This is an optimization exercise on Yosys and OpenROAD, whose aim is a short achievable clock period and few clock cycles, not a production implementation.
Function was not checked in any run shown here: the RTL went through the layout flow alone.
No activity file was given, so power comes from the tool's default toggle rates.

==> flow/design.v, too long to show whole: its modules and the start of the top module <==
// module intc_timer: 1020 lines
module intc_timer (
    input  wire        clk,
    input  wire        rst,
    input  wire        cmd_valid,
    output reg         cmd_ready,
    input  wire [2:0]  cmd_op,
    input  wire [23:0] cmd_arg,
    input  wire [7:0]  cmd_data,
    output reg         rsp_valid,
    output reg  [7:0]  rsp_data,
    output wire [2:0]  pend,
    output reg  [1:0]  irq_line,
    output reg  [15:0] irq_vector
);
  // ...
==> flow/run.sh <==
#!/bin/bash
# synth_recipe.tcl (not shown) runs the flow's synth.tcl, then flattens the netlist and writes it again
# the make line also repeats each setting of config.mk as NAME=value (left out here)
make -C /OpenROAD-flow-scripts/flow DESIGN_CONFIG=/design/flow/config.mk WORK_HOME=/design/flow/orfs CLKGATE_MAP_FILE= SYNTH_SCRIPT=/design/flow/synth_recipe.tcl finish
==> flow/config.mk <==
export PLATFORM = sky130hd
export DESIGN_NAME = intc_timer
export DESIGN_NICKNAME = intc_timer
export VERILOG_FILES = /design/flow/design.v
export SDC_FILE = /design/flow/constraint.sdc
export NUM_CORES = 4
export LEC_CHECK = 0
export ABC_CLOCK_PERIOD_IN_PS = 2200
export CAP_MARGIN = 20
export CORE_MARGIN = 2
export CORE_UTILIZATION = 40
export SETUP_SLACK_MARGIN = 3.6
export SLEW_MARGIN = 20
export TNS_END_PERCENT = 100
==> flow/constraint.sdc <==
create_clock -name core_clock -period 6.0 [get_ports {clk}]
set_input_delay 1.2000 -clock core_clock [delete_from_list [all_inputs] [get_ports {clk}]]
set_output_delay 1.2000 -clock core_clock [all_outputs]
set_load 0.01 [all_outputs]
==> results.txt, run 1 <==
Die H: 301 um
Final Hold Viols: 0
Yosys cell types: 91
Worst reg2reg path depth: 14
DR iter-0 viols: 1618
GR Layer Usage met1: 0.260
Util after Layout: 0.531
Top Metal Used: met4
P_sw: 6.70 mW
Status: finished clean
Slowest cell on the critical path: fa_1
Yosys warnings: 1
Non-Filler Instances: 5084
Max_slew headroom: 0.251
Register area: 16100 um2
Worst Setup SP: s0_op[2]$_DFFE_PP_
Fraction of synthesized area in multiplexers: 0.0340
GR Util met3: 0.0246
Multi-input logic area: 21200 um2
Power Combinational: 8.28 mW
Final WS setup: 2770 ps
P_int: 12.7 mW
Hold_sp: p4_n[0]$_DFF_P_
Core Region: 86900 um2
Clock buf count: 104
Root buf cell: clkbuf_16
Global route hottest layer: met2
Pwr/cell area: 421 nW/um2
Placed Instance Area: 37700 um2
Largest family of logic cells by synthesized area: adder cells
Fin. max-slew vios: 0
Nets@finish: 4357
Total global-route track usage: 0.198
Largest net degree at the start of global routing: 63
ANT cells: 0
Worst-Margin Slew: 1110 ps
Syn Inst Count: 3486
Critical path depth: 14
Max VDD drop: 0.270 mV
Synth top area cells: dfxtp_1, ha_1, edfxtp_1, inv_1, nor2_1
Hold Path Depth: 0
Synthesized area: 35200 um2
Initial antenna violation count: 1
Setup Crit Path Kind: flip-flop to flip-flop
Comb pwr share: 0.427
==> run 2, diff against run 1 <==
--- a/flow/design.v
+++ b/flow/design.v
@@ -143,74 +143,76 @@
     localparam F_HINZ  = 8;     
     localparam F_RD    = 9;     
     localparam F_LOW   = 10;    
     localparam F_M     = 11;    
     localparam F_M3    = 20;    
     localparam F_A     = 30;    
     localparam F_B     = 40;    
     localparam F_FLAG  = 48;    
-    localparam PW      = 49;
+    localparam F_S     = 49;    
+    localparam PW      = 58;
     wire [PW-1:0] s0_pkt;
     assign s0_pkt[F_STEP]  = s0_step && f_ten;
     assign s0_pkt[F_POWER] = s0_power;
     assign s0_pkt[F_TLOAD] = s0_tload;
     assign s0_pkt[F_WIST]  = s0_write && s0_sel == 3'd1;
     assign s0_pkt[F_BOUND] = s0_bound;
     assign s0_pkt[F_RD4]   = s0_read && s0_sel == 3'd4;
     assign s0_pkt[F_RD1]   = s0_read && s0_sel == 3'd1;
     assign s0_pkt[F_WREL]  = s0_wrel;
     assign s0_pkt[F_HINZ]  = s0_arg[23:18] != 6'd0;
     assign s0_pkt[F_RD]    = s0_read;
     assign s0_pkt[F_LOW]   = s0_wrel && s0_data < f_rel;
     assign s0_pkt[F_FLAG]  = s0_flag;
+    assign s0_pkt[F_S +: 9] = s0_s;
     wire [8:0] s0_mx  = s0_fits ? 9'd256 : f_m;
     wire [9:0] s0_m3x = s0_fits ? 10'd768 : f_m3;
     assign s0_pkt[F_M  +: 9]  = s0_mx;
     assign s0_pkt[F_M3 +: 10] = s0_m3x;
     assign s0_pkt[F_A +: 10] = s0_bound ?
         {7'b0, {f_irq[2], f_irq[1], 1'b1} & ~f_dis & ~{3{s0_arg[0]}}} :
         s0_arg[9:0];
     assign s0_pkt[F_B +: 8] = s0_step ? s0_arg[17:10] :
                               s0_read ? s0_rdf :
                               s0_wrel ? s0_data : f_rel;
     wire [13:0] s0_nhi = s0_arg[23:10];
     wire [10:0] q1_0_x = {1'b0, 8'd0, s0_nhi[13:12]};
-    wire [10:0] q1_0_d1_p = q1_0_x ^ ~({2'b0, s0_mx});
-    wire [10:0] q1_0_d1_gg0 = q1_0_x & ~({2'b0, s0_mx});
+    wire [10:0] q1_0_d1_p = q1_0_x ^ ~({2'b0, f_m});
+    wire [10:0] q1_0_d1_gg0 = q1_0_x & ~({2'b0, f_m});
     wire [10:0] q1_0_d1_pp0 = q1_0_d1_p;
     wire [10:0] q1_0_d1_gg1 = q1_0_d1_gg0 | (q1_0_d1_pp0 & {q1_0_d1_gg0[9:0], 1'b0});
     wire [10:0] q1_0_d1_pp1 = q1_0_d1_pp0 & {q1_0_d1_pp0[9:0], {1{1'b1}}};
     wire [10:0] q1_0_d1_gg2 = q1_0_d1_gg1 | (q1_0_d1_pp1 & {q1_0_d1_gg1[8:0], 2'b0});
     wire [10:0] q1_0_d1_pp2 = q1_0_d1_pp1 & {q1_0_d1_pp1[8:0], {2{1'b1}}};
     wire [10:0] q1_0_d1_gg3 = q1_0_d1_gg2 | (q1_0_d1_pp2 & {q1_0_d1_gg2[6:0], 4'b0});
     wire [10:0] q1_0_d1_pp3 = q1_0_d1_pp2 & {q1_0_d1_pp2[6:0], {4{1'b1}}};
     wire [10:0] q1_0_d1_gg4 = q1_0_d1_gg3 | (q1_0_d1_pp3 & {q1_0_d1_gg3[2:0], 8'b0});
     wire [10:0] q1_0_d1_pp4 = q1_0_d1_pp3 & {q1_0_d1_pp3[2:0], {8{1'b1}}};
     wire [10:0] q1_0_d1_s0 = q1_0_d1_p ^ {q1_0_d1_gg4[9:0], 1'b0};
     wire [10:0] q1_0_d1_s1 = q1_0_d1_p ^ {q1_0_d1_gg4[9:0] | q1_0_d1_pp4[9:0], 1'b1};
     wire q1_0_d1_c0 = q1_0_d1_gg4[10];
     wire q1_0_d1_c1 = q1_0_d1_gg4[10] | q1_0_d1_pp4[10];
-    wire [10:0] q1_0_d2_p = q1_0_x ^ ~({1'b0, s0_mx, 1'b0});
-    wire [10:0] q1_0_d2_gg0 = q1_0_x & ~({1'b0, s0_mx, 1'b0});
+    wire [10:0] q1_0_d2_p = q1_0_x ^ ~({1'b0, f_m, 1'b0});
+    wire [10:0] q1_0_d2_gg0 = q1_0_x & ~({1'b0, f_m, 1'b0});
     wire [10:0] q1_0_d2_pp0 = q1_0_d2_p;
     wire [10:0] q1_0_d2_gg1 = q1_0_d2_gg0 | (q1_0_d2_pp0 & {q1_0_d2_gg0[9:0], 1'b0});
     wire [10:0] q1_0_d2_pp1 = q1_0_d2_pp0 & {q1_0_d2_pp0[9:0], {1{1'b1}}};
     wire [10:0] q1_0_d2_gg2 = q1_0_d2_gg1 | (q1_0_d2_pp1 & {q1_0_d2_gg1[8:0], 2'b0});
     wire [10:0] q1_0_d2_pp2 = q1_0_d2_pp1 & {q1_0_d2_pp1[8:0], {2{1'b1}}};
     wire [10:0] q1_0_d2_gg3 = q1_0_d2_gg2 | (q1_0_d2_pp2 & {q1_0_d2_gg2[6:0], 4'b0});
     wire [10:0] q1_0_d2_pp3 = q1_0_d2_pp2 & {q1_0_d2_pp2[6:0], {4{1'b1}}};
     wire [10:0] q1_0_d2_gg4 = q1_0_d2_gg3 | (q1_0_d2_pp3 & {q1_0_d2_gg3[2:0], 8'b0});
     wire [10:0] q1_0_d2_pp4 = q1_0_d2_pp3 & {q1_0_d2_pp3[2:0], {8{1'b1}}};
     wire [10:0] q1_0_d2_s0 = q1_0_d2_p ^ {q1_0_d2_gg4[9:0], 1'b0};
     wire [10:0] q1_0_d2_s1 = q1_0_d2_p ^ {q1_0_d2_gg4[9:0] | q1_0_d2_pp4[9:0], 1'b1};
     wire q1_0_d2_c0 = q1_0_d2_gg4[10];
     wire q1_0_d2_c1 = q1_0_d2_gg4[10] | q1_0_d2_pp4[10];
-    wire [10:0] q1_0_d3_p = q1_0_x ^ ~({1'b0, s0_m3x});
-    wire [10:0] q1_0_d3_gg0 = q1_0_x & ~({1'b0, s0_m3x});
+    wire [10:0] q1_0_d3_p = q1_0_x ^ ~({1'b0, f_m3});
+    wire [10:0] q1_0_d3_gg0 = q1_0_x & ~({1'b0, f_m3});
     wire [10:0] q1_0_d3_pp0 = q1_0_d3_p;
     wire [10:0] q1_0_d3_gg1 = q1_0_d3_gg0 | (q1_0_d3_pp0 & {q1_0_d3_gg0[9:0], 1'b0});
     wire [10:0] q1_0_d3_pp1 = q1_0_d3_pp0 & {q1_0_d3_pp0[9:0], {1{1'b1}}};
     wire [10:0] q1_0_d3_gg2 = q1_0_d3_gg1 | (q1_0_d3_pp1 & {q1_0_d3_gg1[8:0], 2'b0});
     wire [10:0] q1_0_d3_pp2 = q1_0_d3_pp1 & {q1_0_d3_pp1[8:0], {2{1'b1}}};
     wire [10:0] q1_0_d3_gg3 = q1_0_d3_gg2 | (q1_0_d3_pp2 & {q1_0_d3_gg2[6:0], 4'b0});
     wire [10:0] q1_0_d3_pp3 = q1_0_d3_pp2 & {q1_0_d3_pp2[6:0], {4{1'b1}}};
     wire [10:0] q1_0_d3_gg4 = q1_0_d3_gg3 | (q1_0_d3_pp3 & {q1_0_d3_gg3[2:0], 8'b0});
@@ -232,17 +234,17 @@
     reg  [7:0]   p1_r;
     reg  [11:0]  p1_n;
     always @(posedge clk) begin
         if (rst)
             p1_v <= 1'b0;
         else
             p1_v <= s0_adv;
         p1_pkt <= s0_pkt;
-        p1_r   <= q1_0_r;
+        p1_r   <= s0_fits ? 8'd0 : q1_0_r;    
         p1_n   <= s0_nhi[11:0];
     end
     wire [8:0] p1_m  = p1_pkt[F_M +: 9];
     wire [9:0] p1_m3 = p1_pkt[F_M3 +: 10];
     wire [10:0] q2_0_x = {1'b0, p1_r, p1_n[11:10]};
     wire [10:0] q2_0_d1_p = q2_0_x ^ ~({2'b0, p1_m});
     wire [10:0] q2_0_d1_gg0 = q2_0_x & ~({2'b0, p1_m});
     wire [10:0] q2_0_d1_pp0 = q2_0_d1_p;
@@ -882,46 +884,103 @@
     wire [7:0] dvs3_gg3 = dvs3_gg2 | (dvs3_pp2 & {dvs3_gg2[3:0], 4'b0});
     wire [7:0] dvs3_pp3 = dvs3_pp2 & {dvs3_pp2[3:0], {4{1'b1}}};
     wire [7:0] dvs3_s0 = dvs3_p ^ {dvs3_gg3[6:0], 1'b0};
     wire [7:0] dvs3_s1 = dvs3_p ^ {dvs3_gg3[6:0] | dvs3_pp3[6:0], 1'b1};
     wire dvs3_c0 = dvs3_gg3[7];
     wire dvs3_c1 = dvs3_gg3[7] | dvs3_pp3[7];
     wire dv_ge3 = dv_s3[15:8] == 8'd0 && dvs3_c1;
     wire [7:0] dv_d3 = dvs3_s1[7:0];
+    reg  [11:0] sig;
+    reg  [12:0] mg;
+    reg         stale_p;
+    wire [8:0]  sig_add = (s0_adv && s0_step && f_ten) ? s0_s : 9'd0;
+    wire [8:0]  sig_sub = (go && x_step) ? p7_pkt[F_S +: 9] : 9'd0;
+    wire [11:0] sg_a = sig;
+    wire [11:0] sg_b = {3'b0, sig_add};
+    wire [11:0] sg_c = ~{3'b0, sig_sub};
+    wire [11:0] sg_s = sg_a ^ sg_b ^ sg_c;
+    wire [11:0] sg_m = (sg_a & sg_b) | (sg_a & sg_c) | (sg_b & sg_c);
+    wire [11:0] sg_k = {sg_m[10:0], 1'b0};
+    wire [12:0] mq_a = {5'b0, tvalue};
+    wire [12:0] mq_b = ~{1'b0, sig};
+    wire [12:0] mq_c = ~{4'b0, sig_add};
+    wire [12:0] mq_s = mq_a ^ mq_b ^ mq_c;
+    wire [12:0] mq_m = (mq_a & mq_b) | (mq_a & mq_c) | (mq_b & mq_c);
+    wire [12:0] mq_k = {mq_m[11:0], 1'b1};
+    wire [11:0] sgn_p = sg_s ^ sg_k;
+    wire [11:0] sgn_gg0 = sg_s & sg_k;
+    wire [11:0] sgn_pp0 = sgn_p;
+    wire [11:0] sgn_gg1 = sgn_gg0 | (sgn_pp0 & {sgn_gg0[10:0], 1'b0});
+    wire [11:0] sgn_pp1 = sgn_pp0 & {sgn_pp0[10:0], {1{1'b1}}};
+    wire [11:0] sgn_gg2 = sgn_gg1 | (sgn_pp1 & {sgn_gg1[9:0], 2'b0});
+    wire [11:0] sgn_pp2 = sgn_pp1 & {sgn_pp1[9:0], {2{1'b1}}};
+    wire [11:0] sgn_gg3 = sgn_gg2 | (sgn_pp2 & {sgn_gg2[7:0], 4'b0});
+    wire [11:0] sgn_pp3 = sgn_pp2 & {sgn_pp2[7:0], {4{1'b1}}};
+    wire [11:0] sgn_gg4 = sgn_gg3 | (sgn_pp3 & {sgn_gg3[3:0], 8'b0});
+    wire [11:0] sgn_pp4 = sgn_pp3 & {sgn_pp3[3:0], {8{1'b1}}};
+    wire [11:0] sgn_s0 = sgn_p ^ {sgn_gg4[10:0], 1'b0};
+    wire [11:0] sgn_s1 = sgn_p ^ {sgn_gg4[10:0] | sgn_pp4[10:0], 1'b1};
+    wire sgn_c0 = sgn_gg4[11];
+    wire sgn_c1 = sgn_gg4[11] | sgn_pp4[11];
+    wire [12:0] mgs_p = mq_s ^ mq_k;
+    wire [12:0] mgs_gg0 = mq_s & mq_k;
+    wire [12:0] mgs_pp0 = mgs_p;
+    wire [12:0] mgs_gg1 = mgs_gg0 | (mgs_pp0 & {mgs_gg0[11:0], 1'b0});
+    wire [12:0] mgs_pp1 = mgs_pp0 & {mgs_pp0[11:0], {1{1'b1}}};
+    wire [12:0] mgs_gg2 = mgs_gg1 | (mgs_pp1 & {mgs_gg1[10:0], 2'b0});
+    wire [12:0] mgs_pp2 = mgs_pp1 & {mgs_pp1[10:0], {2{1'b1}}};
+    wire [12:0] mgs_gg3 = mgs_gg2 | (mgs_pp2 & {mgs_gg2[8:0], 4'b0});
+    wire [12:0] mgs_pp3 = mgs_pp2 & {mgs_pp2[8:0], {4{1'b1}}};
+    wire [12:0] mgs_gg4 = mgs_gg3 | (mgs_pp3 & {mgs_gg3[4:0], 8'b0});
+    wire [12:0] mgs_pp4 = mgs_pp3 & {mgs_pp3[4:0], {8{1'b1}}};
+    wire [12:0] mgs_s0 = mgs_p ^ {mgs_gg4[11:0], 1'b0};
+    wire [12:0] mgs_s1 = mgs_p ^ {mgs_gg4[11:0] | mgs_pp4[11:0], 1'b1};
+    wire mgs_c0 = mgs_gg4[12];
+    wire mgs_c1 = mgs_gg4[12] | mgs_pp4[12];
+    wire [15:0] mgn_p = {{3{mg[12]}}, mg} ^ ~{2'b0, s0_nhi};
+    wire [15:0] mgn_gg0 = {{3{mg[12]}}, mg} & ~{2'b0, s0_nhi};
+    wire [15:0] mgn_pp0 = mgn_p;
+    wire [15:0] mgn_gg1 = mgn_gg0 | (mgn_pp0 & {mgn_gg0[14:0], 1'b0});
+    wire [15:0] mgn_pp1 = mgn_pp0 & {mgn_pp0[14:0], {1{1'b1}}};
+    wire [15:0] mgn_gg2 = mgn_gg1 | (mgn_pp1 & {mgn_gg1[13:0], 2'b0});
+    wire [15:0] mgn_pp2 = mgn_pp1 & {mgn_pp1[13:0], {2{1'b1}}};
+    wire [15:0] mgn_gg3 = mgn_gg2 | (mgn_pp2 & {mgn_gg2[11:0], 4'b0});
+    wire [15:0] mgn_pp3 = mgn_pp2 & {mgn_pp2[11:0], {4{1'b1}}};
+    wire [15:0] mgn_gg4 = mgn_gg3 | (mgn_pp3 & {mgn_gg3[7:0], 8'b0});
+    wire [15:0] mgn_pp4 = mgn_pp3 & {mgn_pp3[7:0], {8{1'b1}}};
+    wire [15:0] mgn_s0 = mgn_p ^ {mgn_gg4[14:0], 1'b0};
+    wire [15:0] mgn_s1 = mgn_p ^ {mgn_gg4[14:0] | mgn_pp4[14:0], 1'b1};
+    wire mgn_c0 = mgn_gg4[15];
+    wire mgn_c1 = mgn_gg4[15] | mgn_pp4[15];
+    wire [15:0] mg_nhi = mgn_s0;    
     wire [7:0] dv_n = dv_ge3 ? dv_d3 : dv_ge2 ? dv_d2 : dv_ge1 ? dv_d1 : dv_r;
     wire trans = sl_go || sl2_go || dv_busy ||
                  ((tvalue > r_rel || (p1_v && p1_pkt[F_LOW]) || (p2_v && p2_pkt[F_LOW]) || (p3_v && p3_pkt[F_LOW]) || (p4_v && p4_pkt[F_LOW]) || (p5_v && p5_pkt[F_LOW]) || (p6_v && p6_pkt[F_LOW]) || (p7_v && p7_pkt[F_LOW])) &&
                   ({1'b0, tvalue} >= f_m ||
                    (p1_v && (p1_pkt[F_STEP] || p1_pkt[F_TLOAD]) && p1_m > f_m) ||
                  (p2_v && (p2_pkt[F_STEP] || p2_pkt[F_TLOAD]) && p2_m > f_m) ||
                  (p3_v && (p3_pkt[F_STEP] || p3_pkt[F_TLOAD]) && p3_m > f_m) ||
                  (p4_v && (p4_pkt[F_STEP] || p4_pkt[F_TLOAD]) && p4_m > f_m) ||
                  (p5_v && (p5_pkt[F_STEP] || p5_pkt[F_TLOAD]) && p5_m > f_m) ||
                  (p6_v && (p6_pkt[F_STEP] || p6_pkt[F_TLOAD]) && p6_m > f_m) ||
                  (p7_v && (p7_pkt[F_STEP] || p7_pkt[F_TLOAD]) && p7_m > f_m)));
-    reg  [11:0] sig;
-    reg  [12:0] mg;
-    reg         stale_p;
-    wire [8:0]  sig_add = (s0_adv && s0_step && f_ten) ? s0_s : 9'd0;
-    wire [8:0]  sig_sub = (go && x_step) ? (x_hinz ? 9'd256 : {1'b0, x_b} + 9'd1) : 9'd0;
     wire        rs_fly = (p1_v && (p1_pkt[F_TLOAD] || p1_pkt[F_POWER])) || (p2_v && (p2_pkt[F_TLOAD] || p2_pkt[F_POWER])) || (p3_v && (p3_pkt[F_TLOAD] || p3_pkt[F_POWER])) || (p4_v && (p4_pkt[F_TLOAD] || p4_pkt[F_POWER])) || (p5_v && (p5_pkt[F_TLOAD] || p5_pkt[F_POWER])) || (p6_v && (p6_pkt[F_TLOAD] || p6_pkt[F_POWER])) || (p7_v && (p7_pkt[F_TLOAD] || p7_pkt[F_POWER]));
     wire        bound_ok = !stale_p && !sl_go && !sl2_go && !dv_busy && !rs_fly;
-    wire [15:0] mg_nhi = {{3{mg[12]}}, mg} - {2'b0, s0_nhi} - 16'd1;
     assign s0_fits = bound_ok && !mg_nhi[15];    
     assign s0_flag = s0_step && f_ten && s0_nhi >= {5'b0, f_m} && trans && !s0_fits;
     always @(posedge clk) begin
         if (rst) begin
             sig     <= 12'd0;
             stale_p <= 1'b1;
         end else begin
-            sig     <= sig + {3'b0, sig_add} - {3'b0, sig_sub};
+            sig     <= sgn_s1;
             stale_p <= sl_go || sl2_go || dv_busy || (go && (x_tload || x_power));
         end
-        mg <= {5'b0, tvalue} - {1'b0, sig} - {4'b0, sig_add};
+        mg <= mgs_s1;
     end
     wire x_flag = p7_pkt[F_FLAG];
     wire [2:0] pend_n = !go ? pend_r :
                         x_power ? 3'b0 :
                         x_bound ? {x_pm[2:1], x_pm[0] & tline} : pend_r;
     always @(posedge clk) begin
         sl2_res <= sl_res;
         sl2_div <= sl_exp && !sz_n;
==> run 2 against run 1 <==
Compared with the run above:
- routed wire length rose by 2.5%
- first-iteration DRC count fell by 13%
- sequential share of layout area rose by 1.9 points
- flip-flop and latch count rose by 63
- design area rose by 2.0%
- synthesized cell count rose by 2.6%
- non-clock buffer count rose by 25
- utilization fell by 0.97 points
- worst setup slack got worse by 800 ps
- register-to-register slack got worse by 800 ps
- global-route usage fell by 0.093 points
- critical path depth rose by 2
- still clean
==> results.txt, run 2 <==
Status: finished clean
Yosys cell types: 101 (+11%)
Final setup viols: 0
Crit path DAT: 4580 ps
Syn Inst Count: 3575 (+2.6%)
Yosys warnings: 1 (unchanged)
Net Sw Frac: 0.353
Max VDD drop: 0.225 mV (-17%)
Top-area cell type share of the netlist area: 0.374
Worst-Skew Late Latency: 670 ps
DR iter-0 viols: 1400 (-13%)
Worst-Margin Slew: 834 ps (-281 ps)
Setup Crit Path Kind: flip-flop to flip-flop
Fraction of layout cells with a size suffix above 1: 0.261
Slowest Stage Delay on Critical Path: 590 ps
Count leader, synth: dfxtp_1
Routed wire per std cell: 18.2 um
FF+latch count, synth: 797
Die width: 306 um
# DRC: 0
Worst EP required: 6550 ps
Synth top area cells: dfxtp_1, ha_1, edfxtp_1, inv_1, nor2_1
Max_slew headroom: 0.441 (+0.190)
I/O Buffers: 67
Vias: 27380
CTS tree: built
Most common flop cell mapped by yosys: dfxtp_1
Initial antenna violation count: 0 (-1)
Clock Tree Buf Depth: 3
Fin. max-slew vios: 0 (unchanged)
Util after Layout: 0.521 (-0.00970)
Area grow syn2layout: 28.7%
Root buf cell: clkbuf_16
Initial Util: 0.405
Number of synthesized flops with an enable pin: 115
Seq/Total Area, Yosys: 0.468
P_sw: 7.47 mW (+11%)
Final Wtd Congestion: 0.873
Fmax: 248 MHz
Critical path buffers and inverters: 0
Post-DR vias/cell: 5.24
CP startpoint kind: flip-flop
Hold Crit Class: flip-flop to flip-flop
Depth of the CTS H-tree: 3
Grt ovf: 0
Leak: 19.5 nW
Clock share of power: 0.259
Crit-path max FO: 6
Nets@finish: 4468 (+2.5%)
Total Wirelength: 95000 um
Final Hold Viols: 0 (unchanged)
Commonest non-fill, non-tap cell in the layout: dfxtp_1
Total iterations of the first detailed-routing run: 5
Skew final: 54.2 ps
Total global-route track usage: 0.197 (-0.000928)
Vias in the first global route: 27068
Fillers: 7943
P_int: 13.7 mW (+7.9%)
Io pins: 69
Min cycle time layout: 4030 ps
Global-route wire length before repair: 148000 um
Largest net degree at the start of global routing: 54 (-14%)
Post-synthesis async set-or-reset flop share: 0
Most frequent cells in the layout: dfxtp_1, ha_1, inv_1
Synthesized area: 36500 um2 (+3.9%)
Commonest cells in the netlist: dfxtp_1, ha_1, inv_1
Inserted Clock Buffers: 83
Delay-heaviest family, CP: compound AO/OA/AOI/OAI gates
Die H: 306 um (+1.9%)
CTS Hold Buffers Added: 0
Pwr/cell area: 450 nW/um2 (+7.0%)
Sequential share of power: 0.310
Crit path cell chain: nand4bb_4 > nor4_4 > a21oi_2 > o21ai_2 > nor2_4 > nand2_4 > fa_1 > ha_4 > o21a_1 > o21a_1 > o21a_1 > o21a_1 > o31a_1 > o41ai_4 > o21bai_1 > xor2_1
Dpl hpwl: 64500 um
Comb pwr share: 0.431 (+0.004)
DRT antenna net count: 0
Max-cap violations: 0
Core Region: 90300 um2 (+3.9%)
Clock-pin slew on the worst setup and hold paths: 70 ps
Leading area contributor after synthesis: dfxtp_1
Fin Setup TNS: 0 ps
Final cycle utilization of the critical path: 0.671
Most used cell, CP: o21a_1
Slowest cell on the critical path: fa_1
RSZ-0062 raised after global routing: true
Synth Area per Inst: 10.2 um2
CP endpoint kind: flip-flop
Die area: 93800 um2
Rows: 110
CTS Sinks: 797
-- run 2: changes by cell type in the layout (fill, tap and decap cells not counted), sizes merged, moves of 12 or more --
cell    delta
o221ai    +14
dfxtp     +63
o21ai     -38
nand2b    -12
mux2i     -24
nor2      +27
buf       +36
and2      -12
xnor2     -15
-- run 2: cells by family after synthesis --
logic type | synth area share
buf+inv | 0.0449
mux | 0.0243
compound gates | 0.149
other cells | 0.000103
xor+xnor | 0.0374
fa+ha+maj | 0.160
flops | 0.468
simple gates | 0.116
-- run 2: path summary, 6_finish.rpt --
| kind | start | endpoint | slack, ps | cells past startpoint |
|---|---|---|---|---|
| worst min register to register | p5_n[0]$_DFF_P_ | p6_n[0]$_DFF_P_ | 310 | 0 |
| worst max register to register | s0_op[0]$_DFFE_PP_ | mg[11]$_DFF_P_ | 1970 | 16 |
| worst max-delay path | s0_op[0]$_DFFE_PP_ | mg[11]$_DFF_P_ | 1970 | 16 |
| worst min-delay path | p5_n[0]$_DFF_P_ | p6_n[0]$_DFF_P_ | 310 | 0 |
-- run 2: area by class of cell --
type	count	area (um2)	share of cell area
clock inverters	42	603	0.0128
well taps	1176	1470	0.0313
clock buffers	112	2370	0.0504
repair inverters	1	5.00	0.000106
repair buffers	390	3370	0.0717
multi-input cells	2365	20600	0.437
diodes	1	2.50	0.0000532
flip-flops and latches	797	17300	0.368
inverters	338	1350	0.0287
-- run 2: what timing repair did --
| item | 4_1_cts | 5_1_grt |
|---|---|---|
| pin swaps | 213 | 159 |
| gates cloned | 5 | 0 |
| setup buffers | 223 | 81 |
| gates resized for setup | 603 | 219 |
| setup endpoints to repair | 245 | 182 |
-- run 2: power groups by stage --
stage	Sequential, mW	Clock [mW]	Combinational [mW]
after CTS	6.54	5.58	8.18
after detailed placement	6.62	0	6.38
after global routing	6.63	5.80	9.97
after floorplan	6.39	0	5.17
after global placement	6.61	0	6.32
final	6.57	5.48	9.12
-- run 2: per-layer routing --
metal / vias to the layer above / GRT usage / share of wire / wire (um)
met3: 138 / 0.0260 / 0.041 / 3890
li1: 13527 / - / - / -
met4: 0 / 0.0521 / 0.023 / 2200
met2: 558 / 0.339 / 0.48 / 45800
met5: - / 0 / 0 / 0
met1: 13157 / 0.259 / 0.45 / 43100
-- run 2: worst reg2reg max path, cell delays in order, from the launching register on --
cell and delay (ps):
edfxtp_1 520, nand4bb_4 170, nor4_4 50, a21oi_2 160, o21ai_2 110, nor2_4 230, nand2_4 90, fa_1 600
ha_4 220, o21a_1 200, o21a_1 210, o21a_1 210, o21a_1 210, o31a_1 300, o41ai_4 330, o21bai_1 140
xor2_1 160
-- run 2: per-stage QoR --
step / worst slack (ps) / instances / cell area [um2] / power, mW / hold WS, ps
after floorplan: 2020 / 3580 / 37000 / 11.6 / 310
after global placement: 1260 / 4758 / 38800 / 12.9 / 310
after detailed placement: 1120 / 4758 / 38800 / 13.0 / 312
after CTS: 2100 / 5140 / 45500 / 20.3 / 308
after global routing: 1840 / 5221 / 47000 / 22.4 / 326
final: 1970 / 5222 / 47000 / 21.2 / 306

## what the ideal ports hide
In the flow no input, the clock included, has a driving cell. The finished layouts below were timed again as built, in two steps.
Step 1: set_driving_cell puts a clkbuf_16 on clk and a buf_2 on each other input, an assumption about the parent block.
Step 2 times the ports against the registers' clock, not the clock port: input delays grow and output delays shrink by t, the midpoint of the rising clock arrivals with the driver on.
Slacks: no drivers / after step 1 / after step 2; pairs: no drivers / after step 1.
run | shift t [ns] | setup WS [ns] | hold slack, ns | latest minus earliest clock arrival (ns) | pins driven straight from the clock port
run 1 | 0.694 | 2.770 / 2.770 / 2.770 | 0.312 / 0.312 / 0.312 | 0.031 / 0.031 | 1
run 2 | 0.709 | 1.971 / 1.971 / 1.971 | 0.306 / 0.306 / 0.306 | 0.057 / 0.057 | 1
After both steps setup and hold are still met in every run listed.
